Source: an optimization exercise on an open RTL-to-GDS flow (aim: small area). Production flows keep margins and buffers that such runs may drop.
Function was checked by simulation only, so behaviour that the tests miss may differ from the original.
No activity file was given, so power comes from the tool's default toggle rates.

==> flow/design.v (excerpt) <==
module mce #(
    parameter W_T = 32,
    parameter W_U = 16,
    parameter W_A = 16
) (
    input  wire           clk,
    input  wire           rst,
    input  wire [W_T-1:0] NOW,
    input  wire [1:0]     CMD,
    input  wire [W_U-1:0] UNIT_IN,
    input  wire [7:0]     PAT_IN,
    input  wire [W_A-1:0] MSG_BASE,
    input  wire [7:0]     MSG_DATA,
    input  wire [7:0]     ROM_CHAR,
    input  wire [7:0]     DEC_PAT,
    output wire           TONE_ON,
    output wire           BUSY,
    output wire [W_A-1:0] MSG_ADDR,
    output wire [7:0]     ROM_PAT,
    output wire           DEC_SPACE,
    output wire           DEC_NOSTART,
    output wire [2:0]     DEC_LEN,
    output wire [6:0]     DEC_ELEMS
);
For scale: about 650 cells after synthesis, ~76 flip-flops, ~140 I/O pins, ~5600 um^2 of cells after synthesis.
export LEC_CHECK = 0
export CAP_MARGIN = 20
export CORE_MARGIN = 2
export CORE_UTILIZATION = 65
export CTS_BUF_LIST = sky130_fd_sc_hd__clkbuf_8
export GPL_TIMING_DRIVEN = 0
export SLEW_MARGIN = 20
export SYNTH_HIERARCHICAL = 1
create_clock -name core_clock -period 8.0 [get_ports {clk}]
standard.sh (not shown) runs the stock make flow with config.mk's settings and CLKGATE_MAP_FILE= SYNTH_SCRIPT=/design/flow/synth_recipe.tcl, a recipe that flattens the netlist after the stock synthesis.
==> flow/flow/run.sh <==
#!/bin/bash
# Own layout flow: the standard ORFS flow (standard.sh, unchanged
# synthesis), except that the port buffers are the smallest buffer cell and
# clock tree synthesis inserts no dummy loads.
set -euo pipefail
export BUFFER_PORTS_ARGS="-buffer_cell sky130_fd_sc_hd__buf_1"
export CTS_ARGS="-sink_clustering_enable -repair_clock_nets -dont_use_dummy_load -buf_list sky130_fd_sc_hd__clkbuf_8"
bash standard.sh finish > standard_flow.log 2>&1
==> next run, changes <==
CORE_UTILIZATION = 75   (was 65)
=> Cell area is about the same. First-iteration DRC count rose by well over a third. Register-to-register slack gets worse by 0.03 ns. Total power rose slightly. Sequential cell count is unchanged. Synthesized cell count does not change. Clock skew fell by 0.0091 ns. Via count rose by a few percent.

* * *

mce again, from the RTL that the note above started with.
export LEC_CHECK = 0
export CAP_MARGIN = 20
export CORE_MARGIN = 2
export CORE_UTILIZATION = 75
export CTS_BUF_LIST = sky130_fd_sc_hd__clkbuf_8
export GPL_TIMING_DRIVEN = 0
export SLEW_MARGIN = 20
export SYNTH_HIERARCHICAL = 1
create_clock -name core_clock -period 8.0 [get_ports {clk}]
==> flow/flow/run.sh <==
#!/bin/bash
# Own layout flow: the standard ORFS flow (standard.sh, unchanged
# synthesis), except that the port buffers are the smallest buffer cell and
# clock tree synthesis inserts no dummy loads.
set -euo pipefail
export BUFFER_PORTS_ARGS="-buffer_cell sky130_fd_sc_hd__buf_1"
export CTS_ARGS="-sink_clustering_enable -repair_clock_nets -dont_use_dummy_load -buf_list {sky130_fd_sc_hd__clkbuf_4 sky130_fd_sc_hd__clkbuf_8}"
bash standard.sh finish > standard_flow.log 2>&1
Change:
--- a/flow/flow/run.sh
+++ b/flow/flow/run.sh
@@ -7 +7 @@
-export CTS_ARGS="-sink_clustering_enable -repair_clock_nets -dont_use_dummy_load -buf_list {sky130_fd_sc_hd__clkbuf_4 sky130_fd_sc_hd__clkbuf_8}"
+export CTS_ARGS="-sink_clustering_enable -repair_clock_nets -dont_use_dummy_load -buf_list sky130_fd_sc_hd__clkbuf_8"
--- a/flow/config.mk
+++ b/flow/config.mk
@@ -10 +10 @@
-export CORE_UTILIZATION = 75
+export CORE_UTILIZATION = 85
=> This time the run aborted during 3_3_place_gp, error GPL-0301; synthesized area stays the same; synthesized cell count is unchanged.
Change:
--- a/flow/flow/run.sh
+++ b/flow/flow/run.sh
@@ -7 +7 @@
-export CTS_ARGS="-sink_clustering_enable -repair_clock_nets -dont_use_dummy_load -buf_list sky130_fd_sc_hd__clkbuf_8"
+export CTS_ARGS="-repair_clock_nets -dont_use_dummy_load -buf_list sky130_fd_sc_hd__clkbuf_8"
--- a/flow/config.mk
+++ b/flow/config.mk
@@ -10 +10 @@
-export CORE_UTILIZATION = 85
+export CORE_UTILIZATION = 75
Outcome: The changed run finished clean. Synthesized cell count does not change. Area after synthesis does not change.

separate check: timing with driven ports:
No port has a modelled driver above. Below, the same layouts with a new extraction and two added sets of constraints.
Step 1 assumes that a clkbuf_16 drives the clock port and a buf_2 every other input.
Step 2 moves the port delays by t, midway between the first and last clock arrival at a register: inputs arrive t later, outputs are due t later. That takes back most of the time a late clock gives input paths.
a / b / c = no drivers / after step 1 / after step 2; a / b = the first two.
| run | t, ns | setup slack, ns | clock arrival spread, ns |
|---|---|---|---|
| the first run of note 1 | 0.379 | 0.344 / 0.334 / -0.045 | 0.036 / 0.036 |
| the second run of note 1 | 0.371 | 0.331 / 0.338 / -0.033 | 0.027 / 0.027 |
| the first run of note 2 | 0.371 | 0.331 / 0.338 / -0.033 | 0.027 / 0.027 |
| the third run of note 2 | 0.371 | 0.331 / 0.338 / -0.033 | 0.027 / 0.027 |
Met with ideal ports but missed after step 2: setup timing in every run listed. The setup slack of the first run of note 1, which loses most, moves by -0.010 ns with the drivers and by -0.389 ns with both steps.
